Context: an optimization exercise on an open-source flow, tuned for small area, a short achievable clock period and few clock cycles per item. The choices shown serve that exercise and are no tape-out recipe.
Only simulation tests tie the RTL to the original design; equivalence was not proved.
Power is estimated from default activity; no workload was simulated.

## flow/config.mk

```make
export PLATFORM = sky130hd
export DESIGN_NAME = sc_reduce
export DESIGN_NICKNAME = sc_reduce
export VERILOG_FILES = /design/flow/design.v
export SDC_FILE = /design/flow/constraint.sdc
export NUM_CORES = 4
export LEC_CHECK = 0
export ABC_AREA = 1
export CAP_MARGIN = 20
export CORE_MARGIN = 2
export CORE_UTILIZATION = 40
export SETUP_SLACK_MARGIN = 5
export SLEW_MARGIN = 20
```

## flow/constraint.sdc

```tcl
create_clock -name core_clock -period 10.0 [get_ports {clk}]
set_input_delay 2.0000 -clock core_clock [delete_from_list [all_inputs] [get_ports {clk}]]
set_output_delay 2.0000 -clock core_clock [all_outputs]
set_load 0.01 [all_outputs]
```

## flow/design.v

```verilog
module sc_reduce (
    input  wire         clk,
    input  wire         rst,
    input  wire         in_valid,
    output wire         in_ready,
    input  wire [255:0] in_data,
    output wire         out_valid,
    input  wire         out_ready,
    output wire [255:0] out_data
);
    reg         v;       
    reg         fx;      
    reg [252:0] r;       
    reg         rb;      
    wire [3:0]   h  = in_data[255:252];
    wire [128:0] xl = fx ? r[128:0] : in_data[128:0];
    wire [122:0] xu = in_data[251:129] & {123{~fx}};
    reg  [128:0] th;     
    always @(*) begin
        case (h)
            4'd0: th = 129'h0;
            4'd1: th = 129'h14def9dea2f79cd65812631a5cf5d3ed;
            4'd2: th = 129'h29bdf3bd45ef39acb024c634b9eba7da;
            4'd3: th = 129'h3e9ced9be8e6d6830837294f16e17bc7;
            4'd4: th = 129'h537be77a8bde735960498c6973d74fb4;
            4'd5: th = 129'h685ae1592ed6102fb85bef83d0cd23a1;
            4'd6: th = 129'h7d39db37d1cdad06106e529e2dc2f78e;
            4'd7: th = 129'h9218d51674c549dc6880b5b88ab8cb7b;
            4'd8: th = 129'ha6f7cef517bce6b2c09318d2e7ae9f68;
            4'd9: th = 129'hbbd6c8d3bab4838918a57bed44a47355;
            4'd10: th = 129'hd0b5c2b25dac205f70b7df07a19a4742;
            4'd11: th = 129'he594bc9100a3bd35c8ca4221fe901b2f;
            4'd12: th = 129'hfa73b66fa39b5a0c20dca53c5b85ef1c;
            4'd13: th = 129'h10f52b04e4692f6e278ef0856b87bc309;
            4'd14: th = 129'h12431aa2ce98a93b8d1016b71157196f6;
            4'd15: th = 129'h13910a40b8c82308f2913ce8b72676ae3;
            default: th = 129'h0;
        endcase
    end
    wire [128:0] t = fx ? 129'h1eb2106215d086329a7ed9ce5a30a2c13 : th;    
    wire [128:0] d_g;
    wire [128:0] d_k;
    assign d_g = xl & ~t;   
    assign d_k = ~(xl ^ t);  
    wire d_G0_0 = d_g[3] | d_k[3] & (d_g[2] | d_k[2] & (d_g[1] | d_k[1] & (d_g[0])));
    wire d_P0_0 = d_k[3] & d_k[2] & d_k[1] & d_k[0];
    wire d_G1_0 = d_g[7] | d_k[7] & (d_g[6] | d_k[6] & (d_g[5] | d_k[5] & (d_g[4])));
    wire d_P1_0 = d_k[7] & d_k[6] & d_k[5] & d_k[4];
    wire d_G2_0 = d_g[11] | d_k[11] & (d_g[10] | d_k[10] & (d_g[9] | d_k[9] & (d_g[8])));
    wire d_P2_0 = d_k[11] & d_k[10] & d_k[9] & d_k[8];
    wire d_G3_0 = d_g[15] | d_k[15] & (d_g[14] | d_k[14] & (d_g[13] | d_k[13] & (d_g[12])));
    wire d_P3_0 = d_k[15] & d_k[14] & d_k[13] & d_k[12];
    wire d_G4_0 = d_g[19] | d_k[19] & (d_g[18] | d_k[18] & (d_g[17] | d_k[17] & (d_g[16])));
    wire d_P4_0 = d_k[19] & d_k[18] & d_k[17] & d_k[16];
    wire d_G5_0 = d_g[23] | d_k[23] & (d_g[22] | d_k[22] & (d_g[21] | d_k[21] & (d_g[20])));
    wire d_P5_0 = d_k[23] & d_k[22] & d_k[21] & d_k[20];
    wire d_G6_0 = d_g[27] | d_k[27] & (d_g[26] | d_k[26] & (d_g[25] | d_k[25] & (d_g[24])));
    wire d_P6_0 = d_k[27] & d_k[26] & d_k[25] & d_k[24];
    wire d_G7_0 = d_g[31] | d_k[31] & (d_g[30] | d_k[30] & (d_g[29] | d_k[29] & (d_g[28])));
    wire d_P7_0 = d_k[31] & d_k[30] & d_k[29] & d_k[28];
    wire d_G8_0 = d_g[35] | d_k[35] & (d_g[34] | d_k[34] & (d_g[33] | d_k[33] & (d_g[32])));
    wire d_P8_0 = d_k[35] & d_k[34] & d_k[33] & d_k[32];
    wire d_G9_0 = d_g[39] | d_k[39] & (d_g[38] | d_k[38] & (d_g[37] | d_k[37] & (d_g[36])));
    wire d_P9_0 = d_k[39] & d_k[38] & d_k[37] & d_k[36];
    wire d_G10_0 = d_g[43] | d_k[43] & (d_g[42] | d_k[42] & (d_g[41] | d_k[41] & (d_g[40])));
    wire d_P10_0 = d_k[43] & d_k[42] & d_k[41] & d_k[40];
    wire d_G11_0 = d_g[47] | d_k[47] & (d_g[46] | d_k[46] & (d_g[45] | d_k[45] & (d_g[44])));
    wire d_P11_0 = d_k[47] & d_k[46] & d_k[45] & d_k[44];
    wire d_G12_0 = d_g[51] | d_k[51] & (d_g[50] | d_k[50] & (d_g[49] | d_k[49] & (d_g[48])));
    wire d_P12_0 = d_k[51] & d_k[50] & d_k[49] & d_k[48];
    wire d_G13_0 = d_g[55] | d_k[55] & (d_g[54] | d_k[54] & (d_g[53] | d_k[53] & (d_g[52])));
    wire d_P13_0 = d_k[55] & d_k[54] & d_k[53] & d_k[52];
    wire d_G14_0 = d_g[59] | d_k[59] & (d_g[58] | d_k[58] & (d_g[57] | d_k[57] & (d_g[56])));
    wire d_P14_0 = d_k[59] & d_k[58] & d_k[57] & d_k[56];
    wire d_G15_0 = d_g[63] | d_k[63] & (d_g[62] | d_k[62] & (d_g[61] | d_k[61] & (d_g[60])));
    wire d_P15_0 = d_k[63] & d_k[62] & d_k[61] & d_k[60];
    wire d_G16_0 = d_g[67] | d_k[67] & (d_g[66] | d_k[66] & (d_g[65] | d_k[65] & (d_g[64])));
    wire d_P16_0 = d_k[67] & d_k[66] & d_k[65] & d_k[64];
    wire d_G17_0 = d_g[71] | d_k[71] & (d_g[70] | d_k[70] & (d_g[69] | d_k[69] & (d_g[68])));
    wire d_P17_0 = d_k[71] & d_k[70] & d_k[69] & d_k[68];
    wire d_G18_0 = d_g[75] | d_k[75] & (d_g[74] | d_k[74] & (d_g[73] | d_k[73] & (d_g[72])));
    wire d_P18_0 = d_k[75] & d_k[74] & d_k[73] & d_k[72];
    wire d_G19_0 = d_g[79] | d_k[79] & (d_g[78] | d_k[78] & (d_g[77] | d_k[77] & (d_g[76])));
    wire d_P19_0 = d_k[79] & d_k[78] & d_k[77] & d_k[76];
    wire d_G20_0 = d_g[83] | d_k[83] & (d_g[82] | d_k[82] & (d_g[81] | d_k[81] & (d_g[80])));
    wire d_P20_0 = d_k[83] & d_k[82] & d_k[81] & d_k[80];
    wire d_G21_0 = d_g[87] | d_k[87] & (d_g[86] | d_k[86] & (d_g[85] | d_k[85] & (d_g[84])));
    wire d_P21_0 = d_k[87] & d_k[86] & d_k[85] & d_k[84];
    wire d_G22_0 = d_g[91] | d_k[91] & (d_g[90] | d_k[90] & (d_g[89] | d_k[89] & (d_g[88])));
    wire d_P22_0 = d_k[91] & d_k[90] & d_k[89] & d_k[88];
    wire d_G23_0 = d_g[95] | d_k[95] & (d_g[94] | d_k[94] & (d_g[93] | d_k[93] & (d_g[92])));
    wire d_P23_0 = d_k[95] & d_k[94] & d_k[93] & d_k[92];
    wire d_G24_0 = d_g[99] | d_k[99] & (d_g[98] | d_k[98] & (d_g[97] | d_k[97] & (d_g[96])));
    wire d_P24_0 = d_k[99] & d_k[98] & d_k[97] & d_k[96];
    wire d_G25_0 = d_g[103] | d_k[103] & (d_g[102] | d_k[102] & (d_g[101] | d_k[101] & (d_g[100])));
    wire d_P25_0 = d_k[103] & d_k[102] & d_k[101] & d_k[100];
    wire d_G26_0 = d_g[107] | d_k[107] & (d_g[106] | d_k[106] & (d_g[105] | d_k[105] & (d_g[104])));
    wire d_P26_0 = d_k[107] & d_k[106] & d_k[105] & d_k[104];
    wire d_G27_0 = d_g[111] | d_k[111] & (d_g[110] | d_k[110] & (d_g[109] | d_k[109] & (d_g[108])));
    wire d_P27_0 = d_k[111] & d_k[110] & d_k[109] & d_k[108];
    wire d_G28_0 = d_g[115] | d_k[115] & (d_g[114] | d_k[114] & (d_g[113] | d_k[113] & (d_g[112])));
    wire d_P28_0 = d_k[115] & d_k[114] & d_k[113] & d_k[112];
    wire d_G29_0 = d_g[119] | d_k[119] & (d_g[118] | d_k[118] & (d_g[117] | d_k[117] & (d_g[116])));
    wire d_P29_0 = d_k[119] & d_k[118] & d_k[117] & d_k[116];
    wire d_G30_0 = d_g[123] | d_k[123] & (d_g[122] | d_k[122] & (d_g[121] | d_k[121] & (d_g[120])));
    wire d_P30_0 = d_k[123] & d_k[122] & d_k[121] & d_k[120];
    wire d_G31_0 = d_g[127] | d_k[127] & (d_g[126] | d_k[126] & (d_g[125] | d_k[125] & (d_g[124])));
    wire d_P31_0 = d_k[127] & d_k[126] & d_k[125] & d_k[124];
    wire d_G32_0 = d_g[128];
    wire d_P32_0 = d_k[128];
    wire d_C0 = d_G0_0 | d_P0_0;
    wire d_G1_1 = d_G1_0 | d_P1_0 & d_C0;
    wire d_G3_2 = d_G3_0 | d_P3_0 & d_G2_0;
    wire d_P3_2 = d_P3_0 & d_P2_0;
    wire d_G5_3 = d_G5_0 | d_P5_0 & d_G4_0;
    wire d_P5_3 = d_P5_0 & d_P4_0;
    wire d_G7_4 = d_G7_0 | d_P7_0 & d_G6_0;
    wire d_P7_4 = d_P7_0 & d_P6_0;
    wire d_G9_5 = d_G9_0 | d_P9_0 & d_G8_0;
    wire d_P9_5 = d_P9_0 & d_P8_0;
    wire d_G11_6 = d_G11_0 | d_P11_0 & d_G10_0;
    wire d_P11_6 = d_P11_0 & d_P10_0;
    wire d_G13_7 = d_G13_0 | d_P13_0 & d_G12_0;
    wire d_P13_7 = d_P13_0 & d_P12_0;
    wire d_G15_8 = d_G15_0 | d_P15_0 & d_G14_0;
    wire d_P15_8 = d_P15_0 & d_P14_0;
    wire d_G17_9 = d_G17_0 | d_P17_0 & d_G16_0;
    wire d_P17_9 = d_P17_0 & d_P16_0;
    wire d_G19_10 = d_G19_0 | d_P19_0 & d_G18_0;
    wire d_P19_10 = d_P19_0 & d_P18_0;
    wire d_G21_11 = d_G21_0 | d_P21_0 & d_G20_0;
    wire d_P21_11 = d_P21_0 & d_P20_0;
    wire d_G23_12 = d_G23_0 | d_P23_0 & d_G22_0;
    wire d_P23_12 = d_P23_0 & d_P22_0;
    wire d_G25_13 = d_G25_0 | d_P25_0 & d_G24_0;
    wire d_P25_13 = d_P25_0 & d_P24_0;
    wire d_G27_14 = d_G27_0 | d_P27_0 & d_G26_0;
    wire d_P27_14 = d_P27_0 & d_P26_0;
    wire d_G29_15 = d_G29_0 | d_P29_0 & d_G28_0;
    wire d_P29_15 = d_P29_0 & d_P28_0;
    wire d_G31_16 = d_G31_0 | d_P31_0 & d_G30_0;
    wire d_P31_16 = d_P31_0 & d_P30_0;
    wire d_G2_17 = d_G2_0 | d_P2_0 & d_G1_1;
    wire d_G3_18 = d_G3_2 | d_P3_2 & d_G1_1;
    wire d_G6_19 = d_G6_0 | d_P6_0 & d_G5_3;
    wire d_P6_19 = d_P6_0 & d_P5_3;
    wire d_G7_20 = d_G7_4 | d_P7_4 & d_G5_3;
    wire d_P7_20 = d_P7_4 & d_P5_3;
    wire d_G10_21 = d_G10_0 | d_P10_0 & d_G9_5;
    wire d_P10_21 = d_P10_0 & d_P9_5;
    wire d_G11_22 = d_G11_6 | d_P11_6 & d_G9_5;
    wire d_P11_22 = d_P11_6 & d_P9_5;
    wire d_G14_23 = d_G14_0 | d_P14_0 & d_G13_7;
    wire d_P14_23 = d_P14_0 & d_P13_7;
    wire d_G15_24 = d_G15_8 | d_P15_8 & d_G13_7;
    wire d_P15_24 = d_P15_8 & d_P13_7;
    wire d_G18_25 = d_G18_0 | d_P18_0 & d_G17_9;
    wire d_P18_25 = d_P18_0 & d_P17_9;
    wire d_G19_26 = d_G19_10 | d_P19_10 & d_G17_9;
    wire d_P19_26 = d_P19_10 & d_P17_9;
    wire d_G22_27 = d_G22_0 | d_P22_0 & d_G21_11;
    wire d_P22_27 = d_P22_0 & d_P21_11;
    wire d_G23_28 = d_G23_12 | d_P23_12 & d_G21_11;
    wire d_P23_28 = d_P23_12 & d_P21_11;
    wire d_G26_29 = d_G26_0 | d_P26_0 & d_G25_13;
    wire d_P26_29 = d_P26_0 & d_P25_13;
    wire d_G27_30 = d_G27_14 | d_P27_14 & d_G25_13;
    wire d_P27_30 = d_P27_14 & d_P25_13;
    wire d_G30_31 = d_G30_0 | d_P30_0 & d_G29_15;
    wire d_P30_31 = d_P30_0 & d_P29_15;
    wire d_G31_32 = d_G31_16 | d_P31_16 & d_G29_15;
    wire d_P31_32 = d_P31_16 & d_P29_15;
    wire d_G4_33 = d_G4_0 | d_P4_0 & d_G3_18;
    wire d_G5_34 = d_G5_3 | d_P5_3 & d_G3_18;
    wire d_G6_35 = d_G6_19 | d_P6_19 & d_G3_18;
    wire d_G7_36 = d_G7_20 | d_P7_20 & d_G3_18;
    wire d_G12_37 = d_G12_0 | d_P12_0 & d_G11_22;
    wire d_P12_37 = d_P12_0 & d_P11_22;
    wire d_G13_38 = d_G13_7 | d_P13_7 & d_G11_22;
    wire d_P13_38 = d_P13_7 & d_P11_22;
    wire d_G14_39 = d_G14_23 | d_P14_23 & d_G11_22;
    wire d_P14_39 = d_P14_23 & d_P11_22;
    wire d_G15_40 = d_G15_24 | d_P15_24 & d_G11_22;
    wire d_P15_40 = d_P15_24 & d_P11_22;
    wire d_G20_41 = d_G20_0 | d_P20_0 & d_G19_26;
    wire d_P20_41 = d_P20_0 & d_P19_26;
    wire d_G21_42 = d_G21_11 | d_P21_11 & d_G19_26;
    wire d_P21_42 = d_P21_11 & d_P19_26;
    wire d_G22_43 = d_G22_27 | d_P22_27 & d_G19_26;
    wire d_P22_43 = d_P22_27 & d_P19_26;
    wire d_G23_44 = d_G23_28 | d_P23_28 & d_G19_26;
    wire d_P23_44 = d_P23_28 & d_P19_26;
    wire d_G28_45 = d_G28_0 | d_P28_0 & d_G27_30;
    wire d_P28_45 = d_P28_0 & d_P27_30;
    wire d_G29_46 = d_G29_15 | d_P29_15 & d_G27_30;
    wire d_P29_46 = d_P29_15 & d_P27_30;
    wire d_G30_47 = d_G30_31 | d_P30_31 & d_G27_30;
    wire d_P30_47 = d_P30_31 & d_P27_30;
    wire d_G31_48 = d_G31_32 | d_P31_32 & d_G27_30;
    wire d_P31_48 = d_P31_32 & d_P27_30;
    wire d_G8_49 = d_G8_0 | d_P8_0 & d_G7_36;
    wire d_G9_50 = d_G9_5 | d_P9_5 & d_G7_36;
    wire d_G10_51 = d_G10_21 | d_P10_21 & d_G7_36;
    wire d_G11_52 = d_G11_22 | d_P11_22 & d_G7_36;
    wire d_G12_53 = d_G12_37 | d_P12_37 & d_G7_36;
    wire d_G13_54 = d_G13_38 | d_P13_38 & d_G7_36;
    wire d_G14_55 = d_G14_39 | d_P14_39 & d_G7_36;
    wire d_G15_56 = d_G15_40 | d_P15_40 & d_G7_36;
    wire d_G24_57 = d_G24_0 | d_P24_0 & d_G23_44;
    wire d_P24_57 = d_P24_0 & d_P23_44;
    wire d_G25_58 = d_G25_13 | d_P25_13 & d_G23_44;
    wire d_P25_58 = d_P25_13 & d_P23_44;
    wire d_G26_59 = d_G26_29 | d_P26_29 & d_G23_44;
    wire d_P26_59 = d_P26_29 & d_P23_44;
    wire d_G27_60 = d_G27_30 | d_P27_30 & d_G23_44;
    wire d_P27_60 = d_P27_30 & d_P23_44;
    wire d_G28_61 = d_G28_45 | d_P28_45 & d_G23_44;
    wire d_P28_61 = d_P28_45 & d_P23_44;
    wire d_G29_62 = d_G29_46 | d_P29_46 & d_G23_44;
    wire d_P29_62 = d_P29_46 & d_P23_44;
    wire d_G30_63 = d_G30_47 | d_P30_47 & d_G23_44;
    wire d_P30_63 = d_P30_47 & d_P23_44;
    wire d_G31_64 = d_G31_48 | d_P31_48 & d_G23_44;
    wire d_P31_64 = d_P31_48 & d_P23_44;
    wire d_G16_65 = d_G16_0 | d_P16_0 & d_G15_56;
    wire d_G17_66 = d_G17_9 | d_P17_9 & d_G15_56;
    wire d_G18_67 = d_G18_25 | d_P18_25 & d_G15_56;
    wire d_G19_68 = d_G19_26 | d_P19_26 & d_G15_56;
    wire d_G20_69 = d_G20_41 | d_P20_41 & d_G15_56;
    wire d_G21_70 = d_G21_42 | d_P21_42 & d_G15_56;
    wire d_G22_71 = d_G22_43 | d_P22_43 & d_G15_56;
    wire d_G23_72 = d_G23_44 | d_P23_44 & d_G15_56;
    wire d_G24_73 = d_G24_57 | d_P24_57 & d_G15_56;
    wire d_G25_74 = d_G25_58 | d_P25_58 & d_G15_56;
    wire d_G26_75 = d_G26_59 | d_P26_59 & d_G15_56;
    wire d_G27_76 = d_G27_60 | d_P27_60 & d_G15_56;
    wire d_G28_77 = d_G28_61 | d_P28_61 & d_G15_56;
    wire d_G29_78 = d_G29_62 | d_P29_62 & d_G15_56;
    wire d_G30_79 = d_G30_63 | d_P30_63 & d_G15_56;
    wire d_G31_80 = d_G31_64 | d_P31_64 & d_G15_56;
    wire d_G32_81 = d_G32_0 | d_P32_0 & d_G31_80;
    wire [129:0] d_c;
    assign d_c[0] = 1'b1;
    assign d_c[1] = d_g[0] | (d_k[0]) & 1'b1;
    assign d_c[2] = d_g[1] | d_k[1] & (d_g[0]) | (d_k[1] & d_k[0]) & 1'b1;
    assign d_c[3] = d_g[2] | d_k[2] & (d_g[1] | d_k[1] & (d_g[0])) | (d_k[2] & d_k[1] & d_k[0]) & 1'b1;
    assign d_c[4] = d_C0;
    assign d_c[5] = d_g[4] | (d_k[4]) & d_C0;
    assign d_c[6] = d_g[5] | d_k[5] & (d_g[4]) | (d_k[5] & d_k[4]) & d_C0;
    assign d_c[7] = d_g[6] | d_k[6] & (d_g[5] | d_k[5] & (d_g[4])) | (d_k[6] & d_k[5] & d_k[4]) & d_C0;
    assign d_c[8] = d_G1_1;
    assign d_c[9] = d_g[8] | (d_k[8]) & d_G1_1;
    assign d_c[10] = d_g[9] | d_k[9] & (d_g[8]) | (d_k[9] & d_k[8]) & d_G1_1;
    assign d_c[11] = d_g[10] | d_k[10] & (d_g[9] | d_k[9] & (d_g[8])) | (d_k[10] & d_k[9] & d_k[8]) & d_G1_1;
    assign d_c[12] = d_G2_17;
    assign d_c[13] = d_g[12] | (d_k[12]) & d_G2_17;
    assign d_c[14] = d_g[13] | d_k[13] & (d_g[12]) | (d_k[13] & d_k[12]) & d_G2_17;
    assign d_c[15] = d_g[14] | d_k[14] & (d_g[13] | d_k[13] & (d_g[12])) | (d_k[14] & d_k[13] & d_k[12]) & d_G2_17;
    assign d_c[16] = d_G3_18;
    assign d_c[17] = d_g[16] | (d_k[16]) & d_G3_18;
    assign d_c[18] = d_g[17] | d_k[17] & (d_g[16]) | (d_k[17] & d_k[16]) & d_G3_18;
    assign d_c[19] = d_g[18] | d_k[18] & (d_g[17] | d_k[17] & (d_g[16])) | (d_k[18] & d_k[17] & d_k[16]) & d_G3_18;
    assign d_c[20] = d_G4_33;
    assign d_c[21] = d_g[20] | (d_k[20]) & d_G4_33;
    assign d_c[22] = d_g[21] | d_k[21] & (d_g[20]) | (d_k[21] & d_k[20]) & d_G4_33;
    assign d_c[23] = d_g[22] | d_k[22] & (d_g[21] | d_k[21] & (d_g[20])) | (d_k[22] & d_k[21] & d_k[20]) & d_G4_33;
    assign d_c[24] = d_G5_34;
    assign d_c[25] = d_g[24] | (d_k[24]) & d_G5_34;
    assign d_c[26] = d_g[25] | d_k[25] & (d_g[24]) | (d_k[25] & d_k[24]) & d_G5_34;
    assign d_c[27] = d_g[26] | d_k[26] & (d_g[25] | d_k[25] & (d_g[24])) | (d_k[26] & d_k[25] & d_k[24]) & d_G5_34;
    assign d_c[28] = d_G6_35;
    assign d_c[29] = d_g[28] | (d_k[28]) & d_G6_35;
    assign d_c[30] = d_g[29] | d_k[29] & (d_g[28]) | (d_k[29] & d_k[28]) & d_G6_35;
    assign d_c[31] = d_g[30] | d_k[30] & (d_g[29] | d_k[29] & (d_g[28])) | (d_k[30] & d_k[29] & d_k[28]) & d_G6_35;
    assign d_c[32] = d_G7_36;
    assign d_c[33] = d_g[32] | (d_k[32]) & d_G7_36;
    assign d_c[34] = d_g[33] | d_k[33] & (d_g[32]) | (d_k[33] & d_k[32]) & d_G7_36;
    assign d_c[35] = d_g[34] | d_k[34] & (d_g[33] | d_k[33] & (d_g[32])) | (d_k[34] & d_k[33] & d_k[32]) & d_G7_36;
    assign d_c[36] = d_G8_49;
    assign d_c[37] = d_g[36] | (d_k[36]) & d_G8_49;
    assign d_c[38] = d_g[37] | d_k[37] & (d_g[36]) | (d_k[37] & d_k[36]) & d_G8_49;
    assign d_c[39] = d_g[38] | d_k[38] & (d_g[37] | d_k[37] & (d_g[36])) | (d_k[38] & d_k[37] & d_k[36]) & d_G8_49;
    assign d_c[40] = d_G9_50;
    assign d_c[41] = d_g[40] | (d_k[40]) & d_G9_50;
    assign d_c[42] = d_g[41] | d_k[41] & (d_g[40]) | (d_k[41] & d_k[40]) & d_G9_50;
    assign d_c[43] = d_g[42] | d_k[42] & (d_g[41] | d_k[41] & (d_g[40])) | (d_k[42] & d_k[41] & d_k[40]) & d_G9_50;
    assign d_c[44] = d_G10_51;
    assign d_c[45] = d_g[44] | (d_k[44]) & d_G10_51;
    assign d_c[46] = d_g[45] | d_k[45] & (d_g[44]) | (d_k[45] & d_k[44]) & d_G10_51;
    assign d_c[47] = d_g[46] | d_k[46] & (d_g[45] | d_k[45] & (d_g[44])) | (d_k[46] & d_k[45] & d_k[44]) & d_G10_51;
    assign d_c[48] = d_G11_52;
    assign d_c[49] = d_g[48] | (d_k[48]) & d_G11_52;
    assign d_c[50] = d_g[49] | d_k[49] & (d_g[48]) | (d_k[49] & d_k[48]) & d_G11_52;
    assign d_c[51] = d_g[50] | d_k[50] & (d_g[49] | d_k[49] & (d_g[48])) | (d_k[50] & d_k[49] & d_k[48]) & d_G11_52;
    assign d_c[52] = d_G12_53;
    assign d_c[53] = d_g[52] | (d_k[52]) & d_G12_53;
    assign d_c[54] = d_g[53] | d_k[53] & (d_g[52]) | (d_k[53] & d_k[52]) & d_G12_53;
    assign d_c[55] = d_g[54] | d_k[54] & (d_g[53] | d_k[53] & (d_g[52])) | (d_k[54] & d_k[53] & d_k[52]) & d_G12_53;
    assign d_c[56] = d_G13_54;
    assign d_c[57] = d_g[56] | (d_k[56]) & d_G13_54;
    assign d_c[58] = d_g[57] | d_k[57] & (d_g[56]) | (d_k[57] & d_k[56]) & d_G13_54;
    assign d_c[59] = d_g[58] | d_k[58] & (d_g[57] | d_k[57] & (d_g[56])) | (d_k[58] & d_k[57] & d_k[56]) & d_G13_54;
    assign d_c[60] = d_G14_55;
    assign d_c[61] = d_g[60] | (d_k[60]) & d_G14_55;
    assign d_c[62] = d_g[61] | d_k[61] & (d_g[60]) | (d_k[61] & d_k[60]) & d_G14_55;
    assign d_c[63] = d_g[62] | d_k[62] & (d_g[61] | d_k[61] & (d_g[60])) | (d_k[62] & d_k[61] & d_k[60]) & d_G14_55;
    assign d_c[64] = d_G15_56;
    assign d_c[65] = d_g[64] | (d_k[64]) & d_G15_56;
    assign d_c[66] = d_g[65] | d_k[65] & (d_g[64]) | (d_k[65] & d_k[64]) & d_G15_56;
    assign d_c[67] = d_g[66] | d_k[66] & (d_g[65] | d_k[65] & (d_g[64])) | (d_k[66] & d_k[65] & d_k[64]) & d_G15_56;
    assign d_c[68] = d_G16_65;
    assign d_c[69] = d_g[68] | (d_k[68]) & d_G16_65;
    assign d_c[70] = d_g[69] | d_k[69] & (d_g[68]) | (d_k[69] & d_k[68]) & d_G16_65;
    assign d_c[71] = d_g[70] | d_k[70] & (d_g[69] | d_k[69] & (d_g[68])) | (d_k[70] & d_k[69] & d_k[68]) & d_G16_65;
    assign d_c[72] = d_G17_66;
    assign d_c[73] = d_g[72] | (d_k[72]) & d_G17_66;
    assign d_c[74] = d_g[73] | d_k[73] & (d_g[72]) | (d_k[73] & d_k[72]) & d_G17_66;
    assign d_c[75] = d_g[74] | d_k[74] & (d_g[73] | d_k[73] & (d_g[72])) | (d_k[74] & d_k[73] & d_k[72]) & d_G17_66;
    assign d_c[76] = d_G18_67;
    assign d_c[77] = d_g[76] | (d_k[76]) & d_G18_67;
    assign d_c[78] = d_g[77] | d_k[77] & (d_g[76]) | (d_k[77] & d_k[76]) & d_G18_67;
    assign d_c[79] = d_g[78] | d_k[78] & (d_g[77] | d_k[77] & (d_g[76])) | (d_k[78] & d_k[77] & d_k[76]) & d_G18_67;
    assign d_c[80] = d_G19_68;
    assign d_c[81] = d_g[80] | (d_k[80]) & d_G19_68;
    assign d_c[82] = d_g[81] | d_k[81] & (d_g[80]) | (d_k[81] & d_k[80]) & d_G19_68;
    assign d_c[83] = d_g[82] | d_k[82] & (d_g[81] | d_k[81] & (d_g[80])) | (d_k[82] & d_k[81] & d_k[80]) & d_G19_68;
    assign d_c[84] = d_G20_69;
    assign d_c[85] = d_g[84] | (d_k[84]) & d_G20_69;
    assign d_c[86] = d_g[85] | d_k[85] & (d_g[84]) | (d_k[85] & d_k[84]) & d_G20_69;
    assign d_c[87] = d_g[86] | d_k[86] & (d_g[85] | d_k[85] & (d_g[84])) | (d_k[86] & d_k[85] & d_k[84]) & d_G20_69;
    assign d_c[88] = d_G21_70;
    assign d_c[89] = d_g[88] | (d_k[88]) & d_G21_70;
    assign d_c[90] = d_g[89] | d_k[89] & (d_g[88]) | (d_k[89] & d_k[88]) & d_G21_70;
    assign d_c[91] = d_g[90] | d_k[90] & (d_g[89] | d_k[89] & (d_g[88])) | (d_k[90] & d_k[89] & d_k[88]) & d_G21_70;
    assign d_c[92] = d_G22_71;
    assign d_c[93] = d_g[92] | (d_k[92]) & d_G22_71;
    assign d_c[94] = d_g[93] | d_k[93] & (d_g[92]) | (d_k[93] & d_k[92]) & d_G22_71;
    assign d_c[95] = d_g[94] | d_k[94] & (d_g[93] | d_k[93] & (d_g[92])) | (d_k[94] & d_k[93] & d_k[92]) & d_G22_71;
    assign d_c[96] = d_G23_72;
    assign d_c[97] = d_g[96] | (d_k[96]) & d_G23_72;
    assign d_c[98] = d_g[97] | d_k[97] & (d_g[96]) | (d_k[97] & d_k[96]) & d_G23_72;
    assign d_c[99] = d_g[98] | d_k[98] & (d_g[97] | d_k[97] & (d_g[96])) | (d_k[98] & d_k[97] & d_k[96]) & d_G23_72;
    assign d_c[100] = d_G24_73;
    assign d_c[101] = d_g[100] | (d_k[100]) & d_G24_73;
    assign d_c[102] = d_g[101] | d_k[101] & (d_g[100]) | (d_k[101] & d_k[100]) & d_G24_73;
    assign d_c[103] = d_g[102] | d_k[102] & (d_g[101] | d_k[101] & (d_g[100])) | (d_k[102] & d_k[101] & d_k[100]) & d_G24_73;
    assign d_c[104] = d_G25_74;
    assign d_c[105] = d_g[104] | (d_k[104]) & d_G25_74;
    assign d_c[106] = d_g[105] | d_k[105] & (d_g[104]) | (d_k[105] & d_k[104]) & d_G25_74;
    assign d_c[107] = d_g[106] | d_k[106] & (d_g[105] | d_k[105] & (d_g[104])) | (d_k[106] & d_k[105] & d_k[104]) & d_G25_74;
    assign d_c[108] = d_G26_75;
    assign d_c[109] = d_g[108] | (d_k[108]) & d_G26_75;
    assign d_c[110] = d_g[109] | d_k[109] & (d_g[108]) | (d_k[109] & d_k[108]) & d_G26_75;
    assign d_c[111] = d_g[110] | d_k[110] & (d_g[109] | d_k[109] & (d_g[108])) | (d_k[110] & d_k[109] & d_k[108]) & d_G26_75;
    assign d_c[112] = d_G27_76;
    assign d_c[113] = d_g[112] | (d_k[112]) & d_G27_76;
    assign d_c[114] = d_g[113] | d_k[113] & (d_g[112]) | (d_k[113] & d_k[112]) & d_G27_76;
    assign d_c[115] = d_g[114] | d_k[114] & (d_g[113] | d_k[113] & (d_g[112])) | (d_k[114] & d_k[113] & d_k[112]) & d_G27_76;
    assign d_c[116] = d_G28_77;
    assign d_c[117] = d_g[116] | (d_k[116]) & d_G28_77;
    assign d_c[118] = d_g[117] | d_k[117] & (d_g[116]) | (d_k[117] & d_k[116]) & d_G28_77;
    assign d_c[119] = d_g[118] | d_k[118] & (d_g[117] | d_k[117] & (d_g[116])) | (d_k[118] & d_k[117] & d_k[116]) & d_G28_77;
    assign d_c[120] = d_G29_78;
    assign d_c[121] = d_g[120] | (d_k[120]) & d_G29_78;
    assign d_c[122] = d_g[121] | d_k[121] & (d_g[120]) | (d_k[121] & d_k[120]) & d_G29_78;
    assign d_c[123] = d_g[122] | d_k[122] & (d_g[121] | d_k[121] & (d_g[120])) | (d_k[122] & d_k[121] & d_k[120]) & d_G29_78;
    assign d_c[124] = d_G30_79;
    assign d_c[125] = d_g[124] | (d_k[124]) & d_G30_79;
    assign d_c[126] = d_g[125] | d_k[125] & (d_g[124]) | (d_k[125] & d_k[124]) & d_G30_79;
    assign d_c[127] = d_g[126] | d_k[126] & (d_g[125] | d_k[125] & (d_g[124])) | (d_k[126] & d_k[125] & d_k[124]) & d_G30_79;
    assign d_c[128] = d_G31_80;
    assign d_c[129] = d_G32_81;
    wire [128:0] d_s = d_k ^ d_c[128:0];
    wire d_bo = ~d_c[129];
    wire neg = ~fx & d_bo & ~|xu;        
    wire adv = ~v | out_ready;
    wire [122:0] ru = r[251:129];
    wire [123:0] u_z;
    assign u_z[0] = 1'b1;
    wire u_B0_0 = ~|ru[3:0];
    wire u_B1_0 = ~|ru[7:4];
    wire u_B2_0 = ~|ru[11:8];
    wire u_B3_0 = ~|ru[15:12];
    wire u_B4_0 = ~|ru[19:16];
    wire u_B5_0 = ~|ru[23:20];
    wire u_B6_0 = ~|ru[27:24];
    wire u_B7_0 = ~|ru[31:28];
    wire u_B8_0 = ~|ru[35:32];
    wire u_B9_0 = ~|ru[39:36];
    wire u_B10_0 = ~|ru[43:40];
    wire u_B11_0 = ~|ru[47:44];
    wire u_B12_0 = ~|ru[51:48];
    wire u_B13_0 = ~|ru[55:52];
    wire u_B14_0 = ~|ru[59:56];
    wire u_B15_0 = ~|ru[63:60];
    wire u_B16_0 = ~|ru[67:64];
    wire u_B17_0 = ~|ru[71:68];
    wire u_B18_0 = ~|ru[75:72];
    wire u_B19_0 = ~|ru[79:76];
    wire u_B20_0 = ~|ru[83:80];
    wire u_B21_0 = ~|ru[87:84];
    wire u_B22_0 = ~|ru[91:88];
    wire u_B23_0 = ~|ru[95:92];
    wire u_B24_0 = ~|ru[99:96];
    wire u_B25_0 = ~|ru[103:100];
    wire u_B26_0 = ~|ru[107:104];
    wire u_B27_0 = ~|ru[111:108];
    wire u_B28_0 = ~|ru[115:112];
    wire u_B29_0 = ~|ru[119:116];
    wire u_B30_0 = ~|ru[122:120];
    wire u_B1_1 = u_B1_0 & u_B0_0;
    wire u_B3_1 = u_B3_0 & u_B2_0;
    wire u_B5_1 = u_B5_0 & u_B4_0;
    wire u_B7_1 = u_B7_0 & u_B6_0;
    wire u_B9_1 = u_B9_0 & u_B8_0;
    wire u_B11_1 = u_B11_0 & u_B10_0;
    wire u_B13_1 = u_B13_0 & u_B12_0;
    wire u_B15_1 = u_B15_0 & u_B14_0;
    wire u_B17_1 = u_B17_0 & u_B16_0;
    wire u_B19_1 = u_B19_0 & u_B18_0;
    wire u_B21_1 = u_B21_0 & u_B20_0;
    wire u_B23_1 = u_B23_0 & u_B22_0;
    wire u_B25_1 = u_B25_0 & u_B24_0;
    wire u_B27_1 = u_B27_0 & u_B26_0;
    wire u_B29_1 = u_B29_0 & u_B28_0;
    wire u_B2_2 = u_B2_0 & u_B1_1;
    wire u_B3_2 = u_B3_1 & u_B1_1;
    wire u_B6_2 = u_B6_0 & u_B5_1;
    wire u_B7_2 = u_B7_1 & u_B5_1;
    wire u_B10_2 = u_B10_0 & u_B9_1;
    wire u_B11_2 = u_B11_1 & u_B9_1;
    wire u_B14_2 = u_B14_0 & u_B13_1;
    wire u_B15_2 = u_B15_1 & u_B13_1;
    wire u_B18_2 = u_B18_0 & u_B17_1;
    wire u_B19_2 = u_B19_1 & u_B17_1;
    wire u_B22_2 = u_B22_0 & u_B21_1;
    wire u_B23_2 = u_B23_1 & u_B21_1;
    wire u_B26_2 = u_B26_0 & u_B25_1;
    wire u_B27_2 = u_B27_1 & u_B25_1;
    wire u_B30_2 = u_B30_0 & u_B29_1;
    wire u_B4_3 = u_B4_0 & u_B3_2;
    wire u_B5_3 = u_B5_1 & u_B3_2;
    wire u_B6_3 = u_B6_2 & u_B3_2;
    wire u_B7_3 = u_B7_2 & u_B3_2;
    wire u_B12_3 = u_B12_0 & u_B11_2;
    wire u_B13_3 = u_B13_1 & u_B11_2;
    wire u_B14_3 = u_B14_2 & u_B11_2;
    wire u_B15_3 = u_B15_2 & u_B11_2;
    wire u_B20_3 = u_B20_0 & u_B19_2;
    wire u_B21_3 = u_B21_1 & u_B19_2;
    wire u_B22_3 = u_B22_2 & u_B19_2;
    wire u_B23_3 = u_B23_2 & u_B19_2;
    wire u_B28_3 = u_B28_0 & u_B27_2;
    wire u_B29_3 = u_B29_1 & u_B27_2;
    wire u_B30_3 = u_B30_2 & u_B27_2;
    wire u_B8_4 = u_B8_0 & u_B7_3;
    wire u_B9_4 = u_B9_1 & u_B7_3;
    wire u_B10_4 = u_B10_2 & u_B7_3;
    wire u_B11_4 = u_B11_2 & u_B7_3;
    wire u_B12_4 = u_B12_3 & u_B7_3;
    wire u_B13_4 = u_B13_3 & u_B7_3;
    wire u_B14_4 = u_B14_3 & u_B7_3;
    wire u_B15_4 = u_B15_3 & u_B7_3;
    wire u_B24_4 = u_B24_0 & u_B23_3;
    wire u_B25_4 = u_B25_1 & u_B23_3;
    wire u_B26_4 = u_B26_2 & u_B23_3;
    wire u_B27_4 = u_B27_2 & u_B23_3;
    wire u_B28_4 = u_B28_3 & u_B23_3;
    wire u_B29_4 = u_B29_3 & u_B23_3;
    wire u_B30_4 = u_B30_3 & u_B23_3;
    wire u_B16_5 = u_B16_0 & u_B15_4;
    wire u_B17_5 = u_B17_1 & u_B15_4;
    wire u_B18_5 = u_B18_2 & u_B15_4;
    wire u_B19_5 = u_B19_2 & u_B15_4;
    wire u_B20_5 = u_B20_3 & u_B15_4;
    wire u_B21_5 = u_B21_3 & u_B15_4;
    wire u_B22_5 = u_B22_3 & u_B15_4;
    wire u_B23_5 = u_B23_3 & u_B15_4;
    wire u_B24_5 = u_B24_4 & u_B15_4;
    wire u_B25_5 = u_B25_4 & u_B15_4;
    wire u_B26_5 = u_B26_4 & u_B15_4;
    wire u_B27_5 = u_B27_4 & u_B15_4;
    wire u_B28_5 = u_B28_4 & u_B15_4;
    wire u_B29_5 = u_B29_4 & u_B15_4;
    wire u_B30_5 = u_B30_4 & u_B15_4;
    assign u_z[1] = ~|ru[0:0];
    assign u_z[2] = ~|ru[1:0];
    assign u_z[3] = ~|ru[2:0];
    assign u_z[4] = u_B0_0;
    assign u_z[5] = u_B0_0 & ~|ru[4:4];
    assign u_z[6] = u_B0_0 & ~|ru[5:4];
    assign u_z[7] = u_B0_0 & ~|ru[6:4];
    assign u_z[8] = u_B1_1;
    assign u_z[9] = u_B1_1 & ~|ru[8:8];
    assign u_z[10] = u_B1_1 & ~|ru[9:8];
    assign u_z[11] = u_B1_1 & ~|ru[10:8];
    assign u_z[12] = u_B2_2;
    assign u_z[13] = u_B2_2 & ~|ru[12:12];
    assign u_z[14] = u_B2_2 & ~|ru[13:12];
    assign u_z[15] = u_B2_2 & ~|ru[14:12];
    assign u_z[16] = u_B3_2;
    assign u_z[17] = u_B3_2 & ~|ru[16:16];
    assign u_z[18] = u_B3_2 & ~|ru[17:16];
    assign u_z[19] = u_B3_2 & ~|ru[18:16];
    assign u_z[20] = u_B4_3;
    assign u_z[21] = u_B4_3 & ~|ru[20:20];
    assign u_z[22] = u_B4_3 & ~|ru[21:20];
    assign u_z[23] = u_B4_3 & ~|ru[22:20];
    assign u_z[24] = u_B5_3;
    assign u_z[25] = u_B5_3 & ~|ru[24:24];
    assign u_z[26] = u_B5_3 & ~|ru[25:24];
    assign u_z[27] = u_B5_3 & ~|ru[26:24];
    assign u_z[28] = u_B6_3;
    assign u_z[29] = u_B6_3 & ~|ru[28:28];
    assign u_z[30] = u_B6_3 & ~|ru[29:28];
    assign u_z[31] = u_B6_3 & ~|ru[30:28];
    assign u_z[32] = u_B7_3;
    assign u_z[33] = u_B7_3 & ~|ru[32:32];
    assign u_z[34] = u_B7_3 & ~|ru[33:32];
    assign u_z[35] = u_B7_3 & ~|ru[34:32];
    assign u_z[36] = u_B8_4;
    assign u_z[37] = u_B8_4 & ~|ru[36:36];
    assign u_z[38] = u_B8_4 & ~|ru[37:36];
    assign u_z[39] = u_B8_4 & ~|ru[38:36];
    assign u_z[40] = u_B9_4;
    assign u_z[41] = u_B9_4 & ~|ru[40:40];
    assign u_z[42] = u_B9_4 & ~|ru[41:40];
    assign u_z[43] = u_B9_4 & ~|ru[42:40];
    assign u_z[44] = u_B10_4;
    assign u_z[45] = u_B10_4 & ~|ru[44:44];
    assign u_z[46] = u_B10_4 & ~|ru[45:44];
    assign u_z[47] = u_B10_4 & ~|ru[46:44];
    assign u_z[48] = u_B11_4;
    assign u_z[49] = u_B11_4 & ~|ru[48:48];
    assign u_z[50] = u_B11_4 & ~|ru[49:48];
    assign u_z[51] = u_B11_4 & ~|ru[50:48];
    assign u_z[52] = u_B12_4;
    assign u_z[53] = u_B12_4 & ~|ru[52:52];
    assign u_z[54] = u_B12_4 & ~|ru[53:52];
    assign u_z[55] = u_B12_4 & ~|ru[54:52];
    assign u_z[56] = u_B13_4;
    assign u_z[57] = u_B13_4 & ~|ru[56:56];
    assign u_z[58] = u_B13_4 & ~|ru[57:56];
    assign u_z[59] = u_B13_4 & ~|ru[58:56];
    assign u_z[60] = u_B14_4;
    assign u_z[61] = u_B14_4 & ~|ru[60:60];
    assign u_z[62] = u_B14_4 & ~|ru[61:60];
    assign u_z[63] = u_B14_4 & ~|ru[62:60];
    assign u_z[64] = u_B15_4;
    assign u_z[65] = u_B15_4 & ~|ru[64:64];
    assign u_z[66] = u_B15_4 & ~|ru[65:64];
    assign u_z[67] = u_B15_4 & ~|ru[66:64];
    assign u_z[68] = u_B16_5;
    assign u_z[69] = u_B16_5 & ~|ru[68:68];
    assign u_z[70] = u_B16_5 & ~|ru[69:68];
    assign u_z[71] = u_B16_5 & ~|ru[70:68];
    assign u_z[72] = u_B17_5;
    assign u_z[73] = u_B17_5 & ~|ru[72:72];
    assign u_z[74] = u_B17_5 & ~|ru[73:72];
    assign u_z[75] = u_B17_5 & ~|ru[74:72];
    assign u_z[76] = u_B18_5;
    assign u_z[77] = u_B18_5 & ~|ru[76:76];
    assign u_z[78] = u_B18_5 & ~|ru[77:76];
    assign u_z[79] = u_B18_5 & ~|ru[78:76];
    assign u_z[80] = u_B19_5;
    assign u_z[81] = u_B19_5 & ~|ru[80:80];
    assign u_z[82] = u_B19_5 & ~|ru[81:80];
    assign u_z[83] = u_B19_5 & ~|ru[82:80];
    assign u_z[84] = u_B20_5;
    assign u_z[85] = u_B20_5 & ~|ru[84:84];
    assign u_z[86] = u_B20_5 & ~|ru[85:84];
    assign u_z[87] = u_B20_5 & ~|ru[86:84];
    assign u_z[88] = u_B21_5;
    assign u_z[89] = u_B21_5 & ~|ru[88:88];
    assign u_z[90] = u_B21_5 & ~|ru[89:88];
    assign u_z[91] = u_B21_5 & ~|ru[90:88];
    assign u_z[92] = u_B22_5;
    assign u_z[93] = u_B22_5 & ~|ru[92:92];
    assign u_z[94] = u_B22_5 & ~|ru[93:92];
    assign u_z[95] = u_B22_5 & ~|ru[94:92];
    assign u_z[96] = u_B23_5;
    assign u_z[97] = u_B23_5 & ~|ru[96:96];
    assign u_z[98] = u_B23_5 & ~|ru[97:96];
    assign u_z[99] = u_B23_5 & ~|ru[98:96];
    assign u_z[100] = u_B24_5;
    assign u_z[101] = u_B24_5 & ~|ru[100:100];
    assign u_z[102] = u_B24_5 & ~|ru[101:100];
    assign u_z[103] = u_B24_5 & ~|ru[102:100];
    assign u_z[104] = u_B25_5;
    assign u_z[105] = u_B25_5 & ~|ru[104:104];
    assign u_z[106] = u_B25_5 & ~|ru[105:104];
    assign u_z[107] = u_B25_5 & ~|ru[106:104];
    assign u_z[108] = u_B26_5;
    assign u_z[109] = u_B26_5 & ~|ru[108:108];
    assign u_z[110] = u_B26_5 & ~|ru[109:108];
    assign u_z[111] = u_B26_5 & ~|ru[110:108];
    assign u_z[112] = u_B27_5;
    assign u_z[113] = u_B27_5 & ~|ru[112:112];
    assign u_z[114] = u_B27_5 & ~|ru[113:112];
    assign u_z[115] = u_B27_5 & ~|ru[114:112];
    assign u_z[116] = u_B28_5;
    assign u_z[117] = u_B28_5 & ~|ru[116:116];
    assign u_z[118] = u_B28_5 & ~|ru[117:116];
    assign u_z[119] = u_B28_5 & ~|ru[118:116];
    assign u_z[120] = u_B29_5;
    assign u_z[121] = u_B29_5 & ~|ru[120:120];
    assign u_z[122] = u_B29_5 & ~|ru[121:120];
    assign u_z[123] = u_B30_5;
    assign in_ready  = adv & ~fx;
    assign out_valid = v;
    assign out_data  = {3'b000, r[252], ru ^ ({123{rb}} & u_z[122:0]), r[128:0]};
    always @(posedge clk) begin
        if (rst) begin
            v  <= 1'b0;
            fx <= 1'b0;
        end else if (fx) begin
            v  <= 1'b1;
            fx <= 1'b0;
        end else if (adv) begin
            v  <= in_valid & ~neg;
            fx <= in_valid & neg;
        end
        if (adv) begin
            r  <= {fx & ~d_bo, xu, d_s};
            rb <= d_bo;
        end
    end
endmodule
```

## flow/flow/run.sh

```bash
#!/bin/bash
# Layout flow: the standard layout (standard.sh), with two changes:
#  - synthesis without the full/half-adder extraction (ADDER_MAP_FILE empty),
#    so ABC maps the hand-built prefix adder itself;
#  - port buffers are buf_1 cells.
# Every register, its name and cell type are those of the standard synthesis.
set -euo pipefail
bash standard.sh ADDER_MAP_FILE= \
  'BUFFER_PORTS_ARGS=-buffer_cell sky130_fd_sc_hd__buf_1' \
  finish > flow_make.log 2>&1
```

## flow/standard.sh

```bash
#!/bin/bash
# synth_recipe.tcl (not shown) runs the flow's synth.tcl, then flattens the netlist and writes it again
# the make line also repeats each setting of config.mk as NAME=value (left out here)
make -C /OpenROAD-flow-scripts/flow DESIGN_CONFIG=/design/flow/config.mk WORK_HOME=/design/flow/orfs CLKGATE_MAP_FILE= SYNTH_SCRIPT=/design/flow/synth_recipe.tcl "${@:-finish}"
```

==> summary.txt, run 1 <==
Finished Layout Cells: 4445
Synth area leaders: edfxtp_1, nand2_1, inv_1, nor2_1, buf_4
die width: 236 um
post-route ant nets: 0
post-synthesis cell count: 3197
Tmin final: 5.77 ns
Core Area: 53600 um2
Layout area overhead: 24.4%
Reg2Reg Depth: 23
sequential cell area fraction in the yosys report: 35.5%
fillers: 5417
Fin Setup TNS: 0 ns
Starting Density: 40.3%
Die ar.: 55900 um2
Min-Delay Startpoint: r[58]
routability cong.: 0.940
finished layout cell area: 26900 um2
FF-to-FF Start: fx
FFs w/ async S/R, synth: 0%
CTS Root Cell: clkbuf_16
Main synth FF type: edfxtp_1
Post-synth EDFFs: 254
worst min-delay path class: flip-flop to flip-flop
H-tree depth: 2
Yosys cell types: 57
Fin. Hold Viols: 0
final WL: 82500 um
P per Cell Area: 142 nW/um2
P_leak: 0.0134 uW
first-pass GRT wire length: 119000 um
CP arrival: 3.77 ns
1st-iter DRT viols: 1565
Slew headroom: 33.6%
Worst-path clk slew: 0.06 ns
met2 routed WL: 39400 um
# IOs: 518
R2R Path End: r[98]
most frequent cell after synthesis: nand2_1
Crit Path Category: flip-flop to output pin
hpwl dp: 61800 um
maximum vdd drop: 0.116 mV
Final WS setup: 4.23 ns
required time of the critical path: 8.00 ns
highest routing layer actually used: met5
status: complete, no violations
worst hold path cell count: 3
total number of vias: 22265
clk latency of the worst-skew pair: 0.56 ns
Worst Tran Pin Value: 0.995 ns
Synth warnings: 1
Clock Skews: 0.0243 ns
placed instance area: 23100 um2
Hold EP: r[58]
total power: 3830 uW
startpoint types: flip-flop
GR Util All Layers: 27.8%
cts bufs inserted: 35
Mapped Area: 21600 um2
Routed met3 length: 5610 um
FP Rows: 85
gr ovfl total: 0
# placed instances: 4221
drt pass-1 iters: 6
Clock Tree Buf Depth: 3
CTS tree: yes
DRC: 0
Max Slew Vio Count: 0
area leader, netlist: edfxtp_1
largest net degree at the start of global routing: 151
crit share post-route: 57.7%
most instantiated cells after synthesis: nand2_1, inv_1, nor2_1
antenna violations before repair: 3
Hold Buf Count CTS: 0
Finish-stage setup viols: 0
height of the die: 236 um
Metal-1 WL: 33600 um
DR WL/cell: 18.6 um
RSZ-0062 raised after global routing: true
Vias/cell: 5.01
Post-Syn Area per Cell: 6.76 um2
nets@finish: 3983
PortBufs: 514
FMAX: 173 MHz
top-area cell type share of the netlist area: 35.3%
synthesized flop and latch total: 256
vias in the first global route: 20542
dpl ws: 3.63 ns
reg-to-reg slack, setup: 5.41 ns
CP Max Fanout: 3
Crit. End Element: output pin
share of cells above drive strength 1: 16.1%
clock sink count: 256
total of max-cap violations: 0
what timing repair did:
item | CTS | global route
pin swaps | 57 | 50
cloned | 1 | 2
resized for setup | 239 | 218
buffers inserted | 104 | 54
setup endpoints to repair | 200 | 182
cell usage in the layout (no fill, tap or decap), types with 36 or more instances in the layout:
master     instances
edfxtp_1         254
clkbuf_16         38
o21ai_0           98
nand4_1           60
xnor2_1           44
inv_1            468
nand3_1          162
buf_1            428
buf_2             48
xor2_1            92
nand2_1         1048
buf_6             89
nor4_1            36
nor2_1           289
nand2_2           72
buf_4             95
critical path: stages (launching register included):
cell and delay, ns:
edfxtp_1 0.40, inv_1 0.10, nand2_1 0.10, nor3_4 0.18, nand2_2 0.15, nor4_4 0.28, buf_4 0.21, nand3_4 0.10
nor2_4 0.13, buf_4 0.13, buf_4 0.10, buf_4 0.10, buf_4 0.10, buf_4 0.09, buf_4 0.10, buf_6 0.09
buf_6 0.08, buf_6 0.08, buf_6 0.08, buf_6 0.08, buf_6 0.08, buf_6 0.08, buf_6 0.08, nand2_4 0.04
nand2_2 0.05, nand2_1 0.04, buf_2 0.13
layer usage:
layer / vias up / GRT usage, %
met4: 2 / 12.7
li1: 10995 / -
met3: 168 / 4.12
met5: - / 0
met1: 10181 / 34.5
met2: 919 / 47.6
layout make-up:
type	count	area, um2	share of cell area (%)
inverter	505	1930	7.17
clock buffer	47	942	3.51
clock inverter	14	136	0.508
timing repair buffer	682	3830	14.3
tap	696	871	3.24
sequential	256	7670	28.5
timing repair inverter	1	7.51	0.0279
antenna	2	5.00	0.0186
multi-input combinational	2242	11500	42.7
state kept, by name, summed over array words and instances (netlist names):
| name | count |
|---|---|
| fx | 1 |
| r | 253 |
| rb | 1 |
| v | 1 |
cell families after synthesis:
group                  count (synthesis)  synth area share (%)
AO/OA/AOI/OAI                        203                  5.36
multiplexers                          15                 0.695
other                                  1                0.0174
buffers and inverters                701                  15.4
XOR/XNOR                             140                  5.68
flip-flops                           256                  35.5
AND/OR/NAND/NOR                     1881                  37.3
through the flow:
| step | hold slack (ns) | util (%) |
|---|---|---|
| floorplan | 0.685 | - |
| global placement | 0.745 | 43.1 |
| detailed placement | 0.762 | 43.1 |
| CTS | 0.770 | 47.9 |
| global route | 0.840 | 50.1 |
| finish | 0.774 | 50.1 |
where the power goes:
group	total (uW)	internal [uW]	switching, uW	leakage [uW]
logic	1070	361	707	0.0102
clock network	1220	715	506	0.000529
registers	1540	1400	139	0.00265
worst max-delay path by stage:
stage                  from            end  slack [ns]  cells after the start
2_1_floorplan        r[177]  out_data[224]        5.25                     15
3_3_place_gp   in_data[255]          r[79]        3.69                     25
3_5_place_dp   in_data[255]          r[77]        3.63                     25
4_1_cts              r[170]  out_data[224]        4.36                     17
5_1_grt              r[150]  out_data[211]        4.07                     21
6_report             r[150]  out_data[197]        4.23                     26
Testbench counts, summed over its fixed seeds: cycles 1,608, values 1,600.
==> run 2: changes to the inputs <==
--- a/flow/design.v
+++ b/flow/design.v
@@ -14,4 +14,5 @@
     reg         rb;      
+    wire hold = v & ~out_ready;          
     wire [3:0]   h  = in_data[255:252];
-    wire [128:0] xl = fx ? r[128:0] : in_data[128:0];
+    wire [128:0] xl = (fx | hold) ? r[128:0] : in_data[128:0];
     wire [122:0] xu = in_data[251:129] & {123{~fx}};
@@ -39,3 +40,3 @@
     end
-    wire [128:0] t = fx ? 129'h1eb2106215d086329a7ed9ce5a30a2c13 : th;    
+    wire [128:0] t = fx ? 129'h1eb2106215d086329a7ed9ce5a30a2c13 : hold ? 129'd0 : th;    
     wire [128:0] d_g;
@@ -622,4 +623,5 @@
         end
+        r[128:0] <= d_s;
         if (adv) begin
-            r  <= {fx & ~d_bo, xu, d_s};
+            r[252:129] <= {fx & ~d_bo, xu};
             rb <= d_bo;
==> run 2 against run 1 <==
  * Maximum frequency fell by 1.3%
  * Area after synthesis shrank 4.3%
  * Global-route usage is 0.60 points higher
  * Count of clock-buffer cells in the layout down 5
  * Synthesized cell count grew 2.8%
  * Setup slack got worse by 0.074 ns
  * Flip-flop and latch count did not move
  * Critical path depth is 7 lower
  * Sequential share of layout area fell by 4.4 points
==> summary.txt, run 2 <==
Slew headroom: 32.5%
H-tree depth: 2
sequential cell area fraction in the yosys report: 30.8%
max reg flops: 253
Fin Setup TNS: 0 ns
Synth area leaders: nand2_1, edfxtp_1, dfxtp_1, inv_1, nor2_1
RSZ-0062 raised after global routing: true
Mapped Area: 20700 um2
first-pass GRT wire length: 116000 um
status: complete, no violations
Int Pwr: 2660 uW
# placed instances: 4287
DR WL/cell: 18.0 um
P_leak: 0.0136 uW
post-route ant nets: 0
height of the die: 231 um
most frequent cell after synthesis: nand2_1
commonest non-fill, non-tap cell in the layout: nand2_1
Reg2Reg Depth: 22
crit-path leading delay family: simple AND/OR/NAND/NOR gates
top-area cell type share of the netlist area: 21.6%
GR Util All Layers: 28.4%
Vias/cell: 5.03
worst path cell trace: or2_4 > nor3_4 > nand2_2 > buf_6 > nor3_4 > nand2_2 > nor2_4 > nand4_1 > nor2_1 > inv_1 > or2_4 > nor2_2 > nand4_1 > nor2_2 > nand3_2 > or2_1 > nand2_1 > nand2_1 > buf_2
largest net degree at the start of global routing: 64
Finish-stage setup viols: 0
Post-synth EDFFs: 125
total number of vias: 22757
crit share post-route: 58.5%
Core Area: 51200 um2
CTS tree: yes
# IOs: 518
startpoint types: flip-flop
Main synth FF type: dfxtp_1
Crit. End Element: output pin
clk latency of the worst-skew pair: 0.55 ns
cts bufs inserted: 34
Hold Buf Count CTS: 0
clock sink count: 256
drt pass-1 iters: 6
total power: 4370 uW
Fin. Hold Viols: 0
worst hold path cell count: 3
DRC: 0
CP Max Fanout: 3
required time of the critical path: 8.00 ns
fillers: 5236
CTS Root Cell: clkbuf_16
final WL: 81700 um
gr ovfl total: 0
FF+latch area: 6380 um2
Synth warnings: 1
worst min-delay path class: flip-flop to flip-flop
Critical Path Stages: 19
Tmin final: 5.85 ns
Seq pwr share: 35.6%
maximum vdd drop: 0.0987 mV
Starting Density: 40.4%
P per Cell Area: 165 nW/um2
share of cells above drive strength 1: 17.9%
Sw Pwr: 1710 uW
met1 Use GR: 35.4%
Finished Layout Cells: 4527
Worst-path clk slew: 0.06 ns
Sw Share: 39.1%
Crit Path Category: flip-flop to output pin
1st-iter DRT viols: 1912
FFs w/ async S/R, synth: 0%
antenna violations before repair: 6
Final Core Density: 51.6%
GRT Max-Usage Layer: met2
Hold Slack: 0.642 ns
met2 GRT Util: 49.4%
hpwl dp: 58800 um
post-synthesis cell count: 3285
Max Slew Vio Count: 0
CP arrival: 3.85 ns
most instantiated cells after synthesis: nand2_1, inv_1, nor2_1
FP Rows: 83
die width: 231 um
CP max-delay cell: edfxtp_1
Multi-input gate area: 12100 um2
area leader, netlist: nand2_1
Yosys cell types: 55
Clock Tree Buf Depth: 3
total of max-cap violations: 0
Post-Syn Area per Cell: 6.30 um2
Comb power frac: 34.9%
Die ar.: 53500 um2
FMAX: 171 MHz
PortBufs: 514
synthesized flop and latch total: 256
most frequent cells in the layout: nand2_1, inv_1, buf_1, nor2_1, nand3_1
slowest stage delay, CP: 0.40 ns
vias in the first global route: 20624
Clock Skews: 0.0269 ns
Layout area overhead: 27.8%
routability cong.: 0.968
clock power share: 29.5%
most flop-heavy register: r
GR Util met3: 4.34%
Worst Path Buf+Inv: 3
nets@finish: 4080
Worst Tran Pin Value: 1.01 ns
-- run 2: power groups by stage --
stage / clock network [uW] / registers (uW) / logic, uW
6_report: 1290 / 1560 / 1530
4_1_cts: 1310 / 1550 / 1450
3_3_place_gp: 0 / 1570 / 1390
3_5_place_dp: 0 / 1560 / 1400
5_1_grt: 1350 / 1570 / 1680
2_1_floorplan: 0 / 1470 / 1220
-- run 2: worst paths after layout --
check              start            end  slack [ns]
setup / recovery  r[151]  out_data[176]        4.15
hold / removal     r[57]          r[57]        0.64
setup reg to reg      fx              v        5.67
hold reg to reg    r[57]          r[57]        0.64
-- run 2: metrics by stage --
stage / setup slack (ns) / cell area (um2)
5_1_grt: 3.97 / 26400
6_report: 4.15 / 26400
3_5_place_dp: 3.33 / 22100
3_3_place_gp: 3.40 / 22100
2_1_floorplan: 5.12 / 20700
4_1_cts: 4.46 / 24800
-- run 2: cells by family (layout without fill, tap and decap cells) --
logic type,Yosys count,after routing,share of synthesized area (%)
AND/OR/NAND/NOR,2000,2007,41.4
buffers and inverters,697,1247,16.2
flip-flops,256,256,30.8
AO/OA/AOI/OAI,190,191,5.45
XOR/XNOR,132,132,5.66
multiplexers,9,9,0.436
other,1,5,0.0181
-- run 2: routing by layer --
metal / share of wire, % / wire [um]
met4: 4.5 / 3660
met5: 0.064 / 52
met1: 40 / 32600
met2: 47 / 38700
met3: 8.1 / 6640
-- run 2: worst register-to-register path, delay by kind of cell, from the launching register on --
kind / cells / cell delay (ns)
AOI/OAI and AO/OA: 3 / 0.52
buffers and inverters: 4 / 1.15
DFF: 1 / 0.57
and+or+nand+nor: 15 / 2.01
-- run 2: cell type report --
| type | instances | share of cell area, % |
|---|---|---|
| antenna | 2 | 0.0189 |
| clock buffer | 42 | 3.45 |
| clock inverter | 19 | 0.942 |
| inverter | 495 | 7.19 |
| multi-input combinational | 2342 | 45.7 |
| sequential | 256 | 24.1 |
| tap | 680 | 3.22 |
| timing repair buffer | 691 | 15.3 |
-- run 2: timing repair --
action,in CTS,in global routing
pin swaps,30,88
setup endpoints to repair,219,177
setup buffers,78,82
gates resized for setup,225,298
gates cloned,10,7
Testbench counts of run 2, summed over its fixed seeds: cycles 1,608, values 1,600.
==> run 3: changes to the inputs <==
--- a/flow/design.v
+++ b/flow/design.v
@@ -17,3 +17,3 @@
     wire [128:0] xl = (fx | hold) ? r[128:0] : in_data[128:0];
-    wire [122:0] xu = in_data[251:129] & {123{~fx}};
+    wire [122:0] xu = in_data[251:129];
     reg  [128:0] th;     
@@ -375,5 +375,35 @@
     wire d_bo = ~d_c[129];
-    wire neg = ~fx & d_bo & ~|xu;        
+    wire neg = ~fx & d_bo & ~|xu;          
     wire adv = ~v | out_ready;
-    wire [122:0] ru = r[251:129];
+    wire [122:0] ru_dec;
+    sc_reduce_dec u_dec (.u(r[251:129]), .b(rb), .y(ru_dec));
+    assign in_ready  = adv & ~fx;
+    assign out_valid = v;
+    assign out_data  = {3'b000, r[252], ru_dec, r[128:0]};
+    always @(posedge clk) begin
+        if (rst) begin
+            v  <= 1'b0;
+            fx <= 1'b0;
+        end else if (fx) begin
+            v  <= 1'b1;
+            fx <= 1'b0;
+        end else if (adv) begin
+            v  <= in_valid & ~neg;
+            fx <= in_valid & neg;
+        end
+        r[128:0] <= d_s;
+        if (adv) begin
+            r[252] <= fx & ~d_bo;
+            rb     <= d_bo;
+        end
+        if (adv & ~fx)
+            r[251:129] <= xu;
+    end
+endmodule
+module sc_reduce_dec (
+    input  wire [122:0] u,
+    input  wire         b,
+    output wire [122:0] y
+);
+    wire [122:0] ru = u;
     wire [123:0] u_z;
@@ -609,22 +639,3 @@
     assign u_z[123] = u_B30_5;
-    assign in_ready  = adv & ~fx;
-    assign out_valid = v;
-    assign out_data  = {3'b000, r[252], ru ^ ({123{rb}} & u_z[122:0]), r[128:0]};
-    always @(posedge clk) begin
-        if (rst) begin
-            v  <= 1'b0;
-            fx <= 1'b0;
-        end else if (fx) begin
-            v  <= 1'b1;
-            fx <= 1'b0;
-        end else if (adv) begin
-            v  <= in_valid & ~neg;
-            fx <= in_valid & neg;
-        end
-        r[128:0] <= d_s;
-        if (adv) begin
-            r[252:129] <= {fx & ~d_bo, xu};
-            rb <= d_bo;
-        end
-    end
+    assign y = ru ^ ({123{b}} & u_z[122:0]);
 endmodule
--- a/flow/config.mk
+++ b/flow/config.mk
@@ -13 +13,2 @@
 export SLEW_MARGIN = 20
+export SYNTH_HIERARCHICAL = 1
==> run 3 against run 2 <==
  * Routed wire length fell by 11%
  * Die area fell by 5.6%
  * Count of clock-buffer cells in the layout did not move
  * Combinational power fell by 7%
  * Largest power group unchanged
  * Register-to-register slack improved by 0.06 ns
  * Utilization fell by 4.5 points
  * Largest cell class unchanged
  * Critical path depth fell by 13
  * Final cell count fell by 11%
  * Final area fell by 15%
==> summary.txt, run 3 <==
antenna violations before repair: 9
Crit Path Category: input pin to output pin
GR Util All Layers: 27.7%
P per Cell Area: 189 nW/um2
CP Max Fanout: 33
final WL: 73000 um
Synth area leaders: nand2_1, edfxtp_1, dfxtp_1, inv_1, buf_4
max reg flops: 253
Max Slew Vio Count: 0
most frequent cell after synthesis: nand2_1
synthesized flop and latch total: 256
Worst-path clk slew: 0.05 ns
Post-Syn Area per Cell: 6.50 um2
sequential cell area fraction in the yosys report: 32.7%
CP arrival: 2.88 ns
total number of vias: 20163
post-route ant nets: 0
finished layout cell area: 22600 um2
Vias/cell: 4.99
Synth warnings: 7
Layout area overhead: 15.8%
most instantiated cells after synthesis: nand2_1, inv_1, nor2_1
largest net degree at the start of global routing: 67
total of max-cap violations: 0
H-tree depth: 2
first-pass GRT wire length: 106000 um
cts bufs inserted: 34
PortBufs: 514
worst min-delay path class: flip-flop to flip-flop
status: complete, no violations
startpoint types: input pin
hpwl dp: 56600 um
Core Area: 47900 um2
most frequent cells in the layout: nand2_1, buf_1, inv_1, nor2_1, nand3_1
top-area cell type share of the netlist area: 23.5%
Fin Setup TNS: 0 ns
FFs w/ async S/R, synth: 0%
Starting Density: 40.7%
CTS Root Cell: clkbuf_16
Worst Tran Pin Value: 0.780 ns
nets@finish: 3654
Finish-stage setup viols: 0
placed instance area: 20900 um2
CTS tree: yes
Mapped Area: 19500 um2
RSZ-0062 raised after global routing: false
1st-iter DRT viols: 1676
clock sink count: 256
vias in the first global route: 18360
Main synth FF type: dfxtp_1
crit share post-route: 48.8%
Fin. Hold Viols: 0
commonest non-fill, non-tap cell in the layout: nand2_1
required time of the critical path: 8.00 ns
Tmin final: 4.88 ns
Slew headroom: 48.0%
gr ovfl total: 0
DR WL/cell: 18.1 um
Yosys cell types: 59
DRC: 0
most flop-heavy register: r
Crit. End Element: output pin
Post-synth EDFFs: 125
# IOs: 518
routability cong.: 0.979
Hold Buf Count CTS: 0
maximum vdd drop: 0.0981 mV
drt pass-1 iters: 6
clk latency of the worst-skew pair: 0.56 ns
height of the die: 225 um
FMAX: 205 MHz
P_leak: 0.0112 uW
Clock Tree Buf Depth: 3
die width: 225 um
Die ar.: 50600 um2
post-synthesis cell count: 3000
Clock Skews: 0.0219 ns
share of cells above drive strength 1: 7.49%
FP Rows: 80
area leader, netlist: nand2_1
## run 3: cell types whose count changed after synthesis, moves of 9 or more
| cell | change |
|---|---|
| nor2_1 | -111 |
| xor2_1 | +9 |
| nor4_1 | -10 |
| nand2_2 | -18 |
| inv_1 | -159 |
| nand3b_1 | +11 |
| or2_2 | -10 |
| o21ai_0 | +18 |
| or2_1 | -13 |
| nand2_1 | +28 |
| o21ai_1 | -16 |
| a21oi_1 | +12 |
## run 3: repair_timing
action	4_1_cts	5_1_grt
endpoints found under the setup margin	125	91
gates cloned	5	1
buffers inserted	3	17
pin swaps	1	6
gates resized for setup	17	64
## run 3: final cells by class
type,count,area [um2]
Antenna cell,4,10.0
Clock buffer,42,951
Clock inverter,19,219
Fill cell,5100,25400
Inverter,330,1300
Multi-Input combinational cell,2229,10700
Sequential cell,256,6380
Tap cell,615,769
Timing Repair Buffer,541,2210
Timing Repair inverter,2,36.3
## run 3: per-layer routing
layer  track usage [%]  wire length, um  vias up
li1                  -                -    10183
met2              48.2            34600      795
met3              5.71             6150      120
met4              8.93             2390        8
met1              34.1            29800     9057
met5                 0               52        -
## run 3: kinds of logic after synthesis
kind of cell,Yosys count,share of synthesized area [%]
compound gates,194,5.71
xor+xnor,136,6.10
buf+inv,521,13.6
flops,256,32.7
mux,10,0.513
other cells,1,0.0192
simple gates,1882,41.3
## run 3: worst paths after layout
path / startpoint / end / slack [ns] / depth (start not counted)
hold reg to reg: r[57] / r[57] / 0.63 / 2
setup / recovery: out_ready / in_ready / 5.12 / 6
setup reg to reg: fx / r[77] / 5.73 / 23
hold / removal: r[57] / r[57] / 0.63 / 2
## run 3: critical path: stages
cell	delay (ns)
buf_2	0.18
inv_12	0.05
nand2_8	0.08
nand2_8	0.10
inv_16	0.19
buf_2	0.24
## run 3: per-module statistics from Yosys (local to each module, per instance)
module         flip-flops and latches  copies in the design  cells  cell area (um2)
sc_reduce                         256                     1   2412            17000
sc_reduce_dec                       0                     1    588             2540
## run 3: metrics by stage
stage / power (uW) / hold WS (ns) / utilization [%] / worst slack, ns / cells
after floorplan: 2690 / 0.567 / - / 4.98 / 3002
after global placement: 2950 / 0.606 / 43.6 / 3.47 / 3947
after global routing: 4500 / 0.676 / 47.1 / 5.01 / 4035
final: 4260 / 0.629 / 47.1 / 5.12 / 4038
after detailed placement: 2940 / 0.619 / 43.6 / 3.37 / 3947
after CTS: 4260 / 0.629 / 46.3 / 5.00 / 4016
## run 3: where the power goes
part | total (uW) | switching (uW) | internal, uW
clock network | 1290 | 507 | 783
logic | 1420 | 951 | 467
registers | 1560 | 194 | 1360
total | 4260 | 1650 | 2610
Testbench counts of run 3, summed over its fixed seeds: cycles 1,608, values 1,600.

Check on run 3: ideal ports give 5.117 ns setup slack; a clkbuf_16 on the clock port and buf_2 on the inputs give 5.024 ns; moving port delays by the midpoint clock arrival (0.605 ns) as well gives 4.659 ns.
